Context: an optimization exercise on an open-source flow, tuned for small area. The choices shown serve that exercise and are no tape-out recipe.
For this run, only the layout was checked, not whether the RTL still works.
Power is estimated from default activity; no workload was simulated.

File: constraint.sdc
create_clock -name core_clock -period 15.0 [get_ports {clk}]
set_input_delay 3.0000 -clock core_clock [delete_from_list [all_inputs] [get_ports {clk}]]
set_output_delay 3.0000 -clock core_clock [all_outputs]
set_load 0.01 [all_outputs]
File: design.v
module rf433_core (
    input  wire         clk,
    input  wire         rst,           
    input  wire         cmd_valid,
    output wire         cmd_ready,
    input  wire [71:0]  cmd_data,
    output wire         rec_valid,
    input  wire         rec_ready,
    output wire [199:0] rec_data,
    input  wire [4:0]   stat_idx,
    output wire [63:0]  stat_data,
    output wire         fault
);
    localparam [3:0] OP_SETRATE  = 4'h1;
    localparam [3:0] OP_SETASIZE = 4'h2;
    localparam [3:0] OP_START    = 4'h3;
    localparam [3:0] OP_EDGE     = 4'h4;
    localparam [3:0] OP_EOS      = 4'h5;
    localparam [1:0] RS_CONFIG = 2'd0;
    localparam [1:0] RS_RUN    = 2'd1;
    localparam [1:0] RS_FAULT  = 2'd2;
    localparam [2:0] F_CONFIG  = 3'd1;
    localparam [2:0] F_ORDER   = 3'd2;
    localparam [2:0] F_LEVEL   = 3'd3;
    localparam [2:0] F_ILLEGAL = 3'd4;
    localparam [2:0] F_SEQ     = 3'd5;
    localparam [2:0] S_IDLE = 3'd0;
    localparam [2:0] S_P1   = 3'd1;
    localparam [2:0] S_P2   = 3'd2;
    localparam [2:0] S_REC  = 3'd3;
    localparam [2:0] S_P3   = 3'd4;
    reg [31:0] sample_rate;
    reg [7:0]  address_size;
    reg [1:0]  run_state;
    reg [2:0]  fault_code;      
    reg [71:0] fault_cmd;       
    reg        seeded;
    reg [63:0] last_pos;
    reg        last_lvl;
    reg        in_frame;
    reg [4:0]  bit_count;
    reg [63:0] sync_w;
    reg [27:0] addr_buf;
    reg [4:0]  addr_len;
    reg [63:0] frame_start;
    reg [63:0] addr_start;
    reg [63:0] last_bit_end;
    reg [63:0] btn_start;
    reg [63:0] anti_start;
    reg [2:0] st;
    reg [6:0] cnt;
    reg [6:0] pend;             
    reg       bit_val;          
    reg       m_clr;            
    reg       m_rate;           
    reg       m_rclr;           
    reg       m_lp;             
    reg       m_sync;           
    reg       m_bs;             
    reg       m_xs;             
    reg       m_lbe;            
    reg       m_abclr;          
    reg       m_p3;             
    wire idle  = (st == S_IDLE);
    wire in_p1 = (st == S_P1);
    wire in_p2 = (st == S_P2);
    wire in_p3 = (st == S_P3);
    wire first = (cnt == 7'd0);
    wire lo64  = ~cnt[6];
    wire lo32  = ~cnt[6] & ~cnt[5];
    wire pass  = in_p1 | in_p2 | in_p3;
    wire p1_end = in_p1 && (cnt == 7'd79);
    wire p2_end = in_p2 && (cnt == 7'd63);
    wire p3_end = in_p3 && (cnt == 7'd63);
    assign cmd_ready = idle && !rst;
    assign rec_valid = (st == S_REC);
    assign fault     = (run_state == RS_FAULT);
    wire [3:0]  op  = fault_cmd[71:68];
    wire        lvl = fault_cmd[64];
    wire dbit = lo64 & fault_cmd[cnt[5:0]];
    wire lbit = lo64 & last_pos[0];
    reg  bw;                                    
    wire bw_in = first ? 1'b0 : bw;
    wire wbit  = dbit ^ lbit ^ bw_in;
    wire bw_nx = (~dbit & lbit) | (~(dbit ^ lbit) & bw_in);
    reg        w_nz;        
    reg        r_nz;        
    reg        d_hi32;      
    reg        d_hi8;       
    reg        d_any;       
    reg [13:1] hw;
    reg [7:1]  hy;
    wire [13:1] hwv = first ? 13'd0 : hw;
    wire [7:1]  hyv = first ? 7'd0 : hy;
    wire ybit = in_frame ? (lo64 & sync_w[0]) : (lo32 & sample_rate[0]);
    reg [2:0] ca;
    reg [1:0] cb1, cb2;
    reg       cb3;
    wire [2:0] cav  = first ? 3'd0 : ca;
    wire [1:0] cb1v = first ? 2'd0 : cb1;
    wire [1:0] cb2v = first ? 2'd0 : cb2;
    wire       cb3v = first ? 1'b0 : cb3;
    wire [3:0] sa = in_frame
        ? ({3'd0, hwv[1]} + {3'd0, hwv[2]} + {3'd0, hwv[3]} + {3'd0, hwv[5]} + {1'b0, cav})
        : ({3'd0, hwv[4]} + {3'd0, hwv[8]} + {3'd0, hwv[9]} + {3'd0, hwv[10]}
           + {3'd0, hwv[13]} + {1'b0, cav});
    wire [2:0] sb1 = in_frame
        ? ({2'd0, ybit} + {1'b0, cb1v})
        : ({2'd0, hyv[2]} + {2'd0, hyv[3]} + {2'd0, hyv[4]} + {2'd0, hyv[6]} + {1'b0, cb1v});
    wire [2:0] sb2 = in_frame
        ? ({2'd0, ybit} + {2'd0, hyv[1]} + {1'b0, cb2v})
        : ({2'd0, hyv[1]} + {2'd0, hyv[3]} + {2'd0, hyv[7]} + {1'b0, cb2v});
    wire [1:0] sb3 = {1'b0, ybit} + {1'b0, hyv[2]} + {1'b0, cb3v};
    reg gt1, lt2, gt2, lt3;     
    wire gt1v = first ? 1'b0 : gt1;
    wire lt2v = first ? 1'b0 : lt2;
    wire gt2v = first ? 1'b0 : gt2;
    wire lt3v = first ? 1'b0 : lt3;
    always @(posedge clk) begin
        if (in_p1 | in_p2) begin
            bw <= bw_nx;
        end
        if (in_p1) begin
            w_nz   <= (first ? 1'b0 : w_nz) | wbit;
            r_nz   <= (first ? 1'b0 : r_nz) | (lo32 & sample_rate[0]);
            d_hi32 <= (first ? 1'b0 : d_hi32) | (dbit & cnt[5]);
            d_hi8  <= (first ? 1'b0 : d_hi8) | (dbit & (cnt[5:3] != 3'd0));
            d_any  <= (first ? 1'b0 : d_any) | dbit;
            hw     <= {hwv[12:1], wbit};
            hy     <= {hyv[6:1], ybit};
            ca     <= sa[3:1];
            cb1    <= sb1[2:1];
            cb2    <= sb2[2:1];
            cb3    <= sb3[1];
            gt1    <= (sa[0] != sb1[0]) ? sa[0] : gt1v;
            lt2    <= (sa[0] != sb2[0]) ? sb2[0] : lt2v;
            gt2    <= (sa[0] != sb2[0]) ? sa[0] : gt2v;
            lt3    <= (sa[0] != sb3[0]) ? sb3[0] : lt3v;
        end
    end
    reg legal;
    always @(*) begin
        case (op)
            OP_SETRATE:  legal = !lvl && !d_hi32;
            OP_SETASIZE: legal = !lvl && !d_hi8;
            OP_START:    legal = !lvl && !d_any;
            OP_EDGE:     legal = 1'b1;
            OP_EOS:      legal = !lvl && !d_any;
            default:     legal = 1'b0;
        endcase
        if (fault_cmd[67:65] != 3'b000) legal = 1'b0;
    end
    reg [2:0] fcode;
    always @(*) begin
        fcode = 3'd0;
        if (!legal) fcode = F_ILLEGAL;
        else case (op)
            OP_SETRATE, OP_SETASIZE:
                if (run_state != RS_CONFIG) fcode = F_SEQ;
            OP_START:
                if (run_state != RS_CONFIG) fcode = F_SEQ;
                else if (!r_nz)             fcode = F_CONFIG;
            OP_EOS:
                if (run_state != RS_RUN)    fcode = F_SEQ;
            default:
                if (run_state != RS_RUN)    fcode = F_SEQ;
                else if (!seeded) begin
                    if (lvl == last_lvl)    fcode = F_LEVEL;
                end
                else if (bw || !w_nz)       fcode = F_ORDER;
                else if (lvl == last_lvl)   fcode = F_LEVEL;
        endcase
    end
    wire pv      = ~lvl;
    wire is_sync = !in_frame && !pv && gt1 && lt2;
    wire in_band = in_frame && pv && (bit_count < 5'd29);
    wire is_b1   = gt1 && lt2;
    wire is_b0   = gt2 && lt3;
    wire is_bit  = in_band && (is_b1 || is_b0);
    wire is_rej  = in_band && !(is_b1 || is_b0);
    wire marker  = (bit_count == 5'd0);
    wire [4:0] k = bit_count;
    wire app     = ({3'd0, k} <= address_size);
    wire k_asz   = ({3'd0, k} == address_size);
    wire k_24    = (k == 5'd24);
    wire k_28    = (k == 5'd28);
    wire [6:0] pend_low  = pend & (~pend + 7'd1);
    wire [6:0] pend_rest = pend & ~pend_low;
    always @(posedge clk) begin
        if (rst) begin
            st           <= S_P2;
            cnt          <= 7'd0;
            pend         <= 7'd0;
            m_clr        <= 1'b1;
            m_rclr       <= 1'b1;
            m_rate       <= 1'b0;
            m_lp         <= 1'b0;
            m_sync       <= 1'b0;
            m_bs         <= 1'b0;
            m_xs         <= 1'b0;
            m_lbe        <= 1'b0;
            m_abclr      <= 1'b1;
            m_p3         <= 1'b0;
            address_size <= 8'd22;
            run_state    <= RS_CONFIG;
            seeded       <= 1'b0;
            last_lvl     <= 1'b0;
            in_frame     <= 1'b0;
            bit_count    <= 5'd0;
            addr_len     <= 5'd0;
        end else begin
            case (st)
            S_IDLE: begin
                if (cmd_valid && run_state != RS_FAULT) begin
                    st  <= S_P1;
                    cnt <= 7'd0;
                end
            end
            S_P1: begin
                cnt     <= cnt + 7'd1;
                m_clr   <= 1'b0;
                m_rclr  <= 1'b0;
                m_rate  <= 1'b0;
                m_lp    <= 1'b0;
                m_sync  <= 1'b0;
                m_bs    <= 1'b0;
                m_xs    <= 1'b0;
                m_lbe   <= 1'b0;
                m_abclr <= 1'b0;
                m_p3    <= 1'b0;
                if (p1_end) begin
                    cnt <= 7'd0;
                    st  <= S_IDLE;
                    if (fcode != 3'd0) begin
                        fault_code <= fcode;
                        run_state  <= RS_FAULT;
                    end else case (op)
                        OP_SETRATE: begin
                            m_rate <= 1'b1;
                            st     <= S_P2;
                        end
                        OP_SETASIZE: address_size <= fault_cmd[7:0];
                        OP_START: begin
                            seeded    <= 1'b0;
                            last_lvl  <= 1'b0;
                            in_frame  <= 1'b0;
                            bit_count <= 5'd0;
                            addr_len  <= 5'd0;
                            run_state <= RS_RUN;
                            m_clr     <= 1'b1;
                            m_abclr   <= 1'b1;
                            st        <= S_P2;
                        end
                        OP_EOS: run_state <= RS_CONFIG;
                        default: begin  
                            last_lvl <= lvl;
                            m_lp     <= 1'b1;
                            st       <= S_P2;
                            if (!seeded) begin
                                seeded <= 1'b1;
                            end else if (is_sync) begin
                                m_sync    <= 1'b1;
                                m_abclr   <= 1'b1;
                                in_frame  <= 1'b1;
                                bit_count <= 5'd0;
                                addr_len  <= 5'd0;
                                pend      <= 7'b0000111;
                            end else if (is_rej) begin
                                in_frame <= 1'b0;
                            end else if (is_bit) begin
                                if (marker) begin
                                    m_lbe     <= 1'b1;
                                    bit_count <= 5'd1;
                                end else begin
                                    if (app) addr_len <= addr_len + 5'd1;
                                    bit_val   <= is_b1;
                                    m_p3      <= 1'b1;
                                    m_bs      <= k_asz;
                                    m_xs      <= k_24;
                                    pend      <= {k_28, k_24, k_asz, 1'b1, 3'b000};
                                    bit_count <= k + 5'd1;
                                    if (k_28) begin
                                        bit_count <= 5'd0;
                                        in_frame  <= 1'b0;
                                    end
                                end
                            end
                        end
                    endcase
                end
            end
            S_P2: begin
                cnt <= cnt + 7'd1;
                if (p2_end) begin
                    cnt <= 7'd0;
                    st  <= (pend != 7'd0) ? S_REC : S_IDLE;
                end
            end
            S_REC: begin
                if (rec_ready) begin
                    pend <= pend_rest;
                    if (pend_rest == 7'd0) st <= m_p3 ? S_P3 : S_IDLE;
                end
            end
            default: begin  
                cnt <= cnt + 7'd1;
                if (p3_end) begin
                    cnt <= 7'd0;
                    st  <= S_IDLE;
                end
            end
            endcase
        end
    end
    always @(posedge clk) begin
        if (cmd_ready && cmd_valid && run_state != RS_FAULT)
            fault_cmd <= cmd_data;
    end
    wire ab_app = p1_end && (fcode == 3'd0) && (op == OP_EDGE) && seeded &&
                  !is_sync && is_bit && !marker && app;
    always @(posedge clk) begin
        if (ab_app || (in_p2 && m_abclr && (cnt < 7'd28)))
            addr_buf <= {addr_buf[26:0], ab_app & is_b1};
    end
    wire sh64 = pass & lo64;
    wire sh32 = pass & lo32;
    wire c2   = in_p2 & m_clr;
    wire lp_in  = c2 ? 1'b0 : (in_p2 & m_lp)             ? dbit : last_pos[0];
    wire fs_in  = c2 ? 1'b0 : (in_p2 & m_sync)           ? last_pos[0] : frame_start[0];
    wire sw_in  = c2 ? 1'b0 : (in_p2 & m_sync)           ? wbit : sync_w[0];
    wire as_in  = c2 ? 1'b0 : (in_p2 & m_sync)           ? dbit : addr_start[0];
    wire bs_in  = c2 ? 1'b0 : (in_p2 & (m_sync | m_bs))  ? dbit : btn_start[0];
    wire xs_in  = c2 ? 1'b0 : (in_p2 & (m_sync | m_xs))  ? dbit : anti_start[0];
    wire lbe_in = c2 ? 1'b0 : (in_p2 & (m_sync | m_lbe)) ? dbit :
                  in_p3 ? last_pos[0] : last_bit_end[0];
    wire sr_in  = (in_p2 & m_rclr) ? 1'b0 : (in_p2 & m_rate) ? dbit : sample_rate[0];
    always @(posedge clk) begin
        if (sh64) begin
            last_pos     <= {lp_in,  last_pos[63:1]};
            frame_start  <= {fs_in,  frame_start[63:1]};
            sync_w       <= {sw_in,  sync_w[63:1]};
            addr_start   <= {as_in,  addr_start[63:1]};
            btn_start    <= {bs_in,  btn_start[63:1]};
            anti_start   <= {xs_in,  anti_start[63:1]};
            last_bit_end <= {lbe_in, last_bit_end[63:1]};
        end
        if (sh32)
            sample_rate  <= {sr_in, sample_rate[31:1]};
    end
    reg [2:0] kind;
    always @(*) begin
        casez (pend)
            7'b??????1: kind = 3'd0;
            7'b?????10: kind = 3'd1;
            7'b????100: kind = 3'd2;
            7'b???1000: kind = 3'd3;
            7'b??10000: kind = 3'd4;
            7'b?100000: kind = 3'd5;
            default:    kind = 3'd6;
        endcase
    end
    reg [1:0]  chan;
    reg [4:0]  rsel;
    reg [63:0] payload;
    always @(*) begin
        case (kind)
            3'd0:    begin chan = 2'd0; rsel = 5'h06; payload = sync_w; end
            3'd1:    begin chan = 2'd1; rsel = 5'h06; payload = 64'd0; end
            3'd2:    begin chan = 2'd2; rsel = 5'h06; payload = sync_w; end
            3'd3:    begin chan = 2'd1; rsel = 5'h08; payload = {63'd0, bit_val}; end
            3'd4:    begin chan = 2'd2; rsel = 5'h07; payload = {31'd0, addr_len, addr_buf}; end
            3'd5:    begin chan = 2'd2; rsel = 5'h09; payload = 64'd0; end
            default: begin chan = 2'd2; rsel = 5'h0A; payload = 64'd0; end
        endcase
    end
    wire [4:0] sidx = idle ? stat_idx : rsel;
    reg [63:0] mux;
    always @(*) begin
        case (sidx)
            5'h00: mux = {45'd0, fault ? fault_code : 3'd0, 6'd0, bit_count,
                          in_frame, last_lvl, seeded, run_state};
            5'h01: mux = {32'd0, sample_rate};
            5'h02: mux = {56'd0, address_size};
            5'h03: mux = last_pos;
            5'h04: mux = sync_w;
            5'h05: mux = {31'd0, addr_len, addr_buf};
            5'h06: mux = frame_start;
            5'h07: mux = addr_start;
            5'h08: mux = last_bit_end;
            5'h09: mux = btn_start;
            5'h0A: mux = anti_start;
            5'h0B: mux = fault ? fault_cmd[63:0] : 64'd0;
            5'h0C: mux = fault ? {56'd0, fault_cmd[71:64]} : 64'd0;
            default: mux = 64'd0;
        endcase
    end
    assign stat_data = mux;
    assign rec_data  = {1'b0, kind, 2'b00, chan, mux, last_pos, payload};
endmodule
File: run.sh
#!/bin/bash
# synth_recipe.tcl (not shown) runs the flow's synth.tcl, then flattens the netlist and writes it again
# the make line also repeats each setting of config.mk as NAME=value (left out here)
make -C /OpenROAD-flow-scripts/flow DESIGN_CONFIG=/design/flow/config.mk WORK_HOME=/design/flow/orfs CLKGATE_MAP_FILE= SYNTH_SCRIPT=/design/flow/synth_recipe.tcl finish
File: config.mk
export PLATFORM = sky130hd
export DESIGN_NAME = rf433_core
export DESIGN_NICKNAME = rf433_core
export VERILOG_FILES = /design/flow/design.v
export SDC_FILE = /design/flow/constraint.sdc
export NUM_CORES = 4
export LEC_CHECK = 0
export CAP_MARGIN = 20
export CORE_MARGIN = 2
export CORE_UTILIZATION = 40
export SLEW_MARGIN = 20
==> reports/results.ini <==
[status]
status=finished clean

[power]
power.ir.vdd_worst_uv=104
static_leakage_nw=12.3
power.density_cell_area_nw_per_um2=197

[synthesis]
synthXorXnorAreaFrac=0.00272
synthAdderAreaFrac=0.0182
synth.avg_cell_area_um2=14.2
synth.yosys.seq_area_share=0.678
yosys.cell_types.count=88
synth_compound_area_frac=0.145
yosys.area.top_type_share=0.644
yosysTopAreaCell=sky130_fd_sc_hd__edfxtp_1
synth_area_um2=29000
asyncSetResetFlopFracSynth=0
synth-seq-cells=672
synth_edf_count=622
synth_simple_gate_area_share=0.0843
synth.area.mux_share=0.0263
netlist_top_cells_area=sky130_fd_sc_hd__edfxtp_1 64%, sky130_fd_sc_hd__dfxtp_1 3.4%, sky130_fd_sc_hd__a222oi_1 2.5%
combinational_family_with_the_most_area_after_synthesis=compound AO/OA/AOI/OAI gates
yosys_warnings=1
synth-main-ff-cell=sky130_fd_sc_hd__edfxtp_1
post_synth_inst_count=2039

[setup_path]
crit_family=buffers and inverters
total_number_of_cells_along_the_worst_setup_path=9
reg2reg_from=cnt[3]
critical_path.slowest_cell=sky130_fd_sc_hd__or4b_2
cp-start-kind=primary input
cp.buffers_inverters=3
count_of_cells_along_the_worst_register_to_register_path=14
worstSetupPathType=in2out
critical-path-top-cell-by-count=sky130_fd_sc_hd__clkdlybuf4s50_1
timing.critical_path.from=stat_idx[0]
cp.arrival_ns=7.70
r2r_setup_slack_ns=10.82
critical_path_peak_fanout=70
critical-path-max-stage-delay_ns=0.87
critical_path.endpoint_type=primary output
cp_data_required_time_ns=12.00
cp_cell_sequence=clkdlybuf4s50_1, or4b_2, mux2i_4, buf_4, a22o_1, a221o_1, a211oi_1, o22ai_1, clkdlybuf4s50_1

[cts]
root_buffer=sky130_fd_sc_hd__clkbuf_16
clock_sinks=672
clk_pin_slew_ns=0.07
clk_path_buf_depth=3
post_cts.repair.setup_buffers=0
clock_tree_from_tritoncts=done
post_cts.resized_instances=0
worst_skew_pair.late_latency_ns=0.63
cts.htree.levels=3
numCtsBuffers=73
cts_hold_repair.buffers=0

[die]
floorplan.rows=98
floorplan.io_pins=348
die_h_um=273
floorplan.die_area_um2=74700
start_util=0.405
core_region_area_um2=71600
chipWidth_um=273

[timing]
finalSetupViolations=0
worstMarginPinSlew_ns=1.25
final_max_slew_viol_count=0
clock_skew_after_layout_ns=0.0363
max_freq_ghz=0.0935
count_of_endpoints_failing_hold_in_the_final_timing_report=0
max-slew-margin-rel=0.169
rsz0062_at_grt=no
fin_crit_ns=10.70
tcrit_tclk_final=0.713
finalSetupTns_ns=0

[min_path]
hold_class=reg2reg
hold_path_startpoint=anti_start[6]
holdPathStages=0

[route]
vias=20200
detail_route.wl_per_cell_um=28.5
detail_route.drc_violations=0
detail_route.wirelength_um=94200
detail-route-antenna-nets=0
post_drt_via_cell_ratio=6.12
detailedRoute.firstPassIterationCount=9
dr.first_iter.drc_count=2943

[global_route]
grt_antenna_before_repair=0
grt_usage=0.247
grt_pass1_wl_um=136000
first_global_vias=19800
globalRouteOverflowTotal=0
grt_max_degree=91

[job]
max-cap-violations=0

[placed_design]
detailedPlacementHpwl_um=63900
place.detailed.instances=3172
place_area_um2=33000
portBuffers=344
place_congestion=0.926

[layout]
layout_common_cells=622 x sky130_fd_sc_hd__edfxtp_1, 343 x sky130_fd_sc_hd__clkdlybuf4s50_1, 148 x sky130_fd_sc_hd__nand2_1
final_net_count=2411
syn_to_final_growth_pct=22.2
antenna_cells=0
layout_commonest_cell=sky130_fd_sc_hd__edfxtp_1
stdcell_count=3305
drive_gt1_frac=0.100
final_cell_area_um2=35500

-- flip-flops by register name, summed over array words and instances (netlist names), 5 cells and up --
register / count
sample_rate: 32
hw: 13
sync_w: 64
last_pos: 64
addr_start: 64
cnt: 7
last_bit_end: 64
addr_len: 5
fault_cmd: 72
frame_start: 64
addr_buf: 28
btn_start: 64
address_size: 8
anti_start: 64
bit_count: 5
hy: 7
pend: 7
-- power breakdown --
group	internal, mW	switching (mW)	leakage [nW]
sequential	3.09	0.576	6.77
clock	1.08	0.782	1.20
combinational	0.723	0.721	4.29
total	4.90	2.08	12.3
-- metrics by stage --
step,util,hold slack [ns],worst slack [ns],power [mW]
global placement,0.460,0.428,4.40,5.10
finish,0.495,0.437,4.30,6.98
global route,0.495,0.451,4.12,7.25
CTS,0.495,0.435,4.35,7.01
floorplan,-,0.417,4.87,4.23
detailed placement,0.460,0.427,4.36,5.12
-- cell families after synthesis --
group / Yosys count
flops: 672
compound gates: 535
simple gates: 475
buf+inv: 261
mux: 52
fa+ha+maj: 34
xor+xnor: 9
other cells: 1
-- area by class of cell --
class	instances	area, µm²
tap	950	1190
timing repair buffer	384	3740
clock inverter	44	524
multi-input combinational	1108	8140
fill	6175	36200
clock buffer	89	1960
sequential	672	19700
inverter	58	219
-- cell usage after synthesis (43+ instances only) --
cell                       instances
sky130_fd_sc_hd__a21oi_1          66
sky130_fd_sc_hd__a222oi_1         73
sky130_fd_sc_hd__a22o_1           54
sky130_fd_sc_hd__a22oi_1          77
sky130_fd_sc_hd__and2_1           63
sky130_fd_sc_hd__buf_4            68
sky130_fd_sc_hd__clkbuf_1         76
sky130_fd_sc_hd__dfxtp_1          50
sky130_fd_sc_hd__edfxtp_1        622
sky130_fd_sc_hd__inv_1            56
sky130_fd_sc_hd__nand2_1         150
sky130_fd_sc_hd__nand3_1          43
sky130_fd_sc_hd__nor2_1           68
sky130_fd_sc_hd__o21ai_0          48
-- metal layers --
| metal | wire (µm) | GRT usage | vias up |
|---|---|---|---|
| met4 | 2800 | 0.0801 | 0 |
| met3 | 8540 | 0.0418 | 158 |
| li1 | - | - | 8624 |
| met1 | 38200 | 0.340 | 10200 |
| met2 | 44700 | 0.398 | 1209 |
| met5 | 0 | 0 | - |
-- worst paths after layout --
kind	endpoint
worst max-delay path	stat_data[32]
worst min-delay path	anti_start[5]
worst max register to register	gt2
worst min register to register	anti_start[5]

[afterwards: timing with drivers on the ports]
No port has a modelled driver above. Below, the same layout with a new extraction and two added sets of constraints. Step 1 assumes that a clkbuf_16 drives the clock port and a buf_2 every other input. Step 2 moves the port delays by t, midway between the first and last clock arrival at a register: inputs arrive t later, outputs are due t later. That takes back most of the time a late clock gives input paths. Slacks: ideal ports / drivers / drivers and shift; pairs: ideal ports / drivers.
t (ns): 0.677
setup WS [ns]: 4.303 / 4.270 / 4.270
worst setup path after step 2: input to output
After both steps this run still meets setup and hold. The setup slack of this run moves by -0.033 ns with the drivers and by -0.033 ns with both steps.
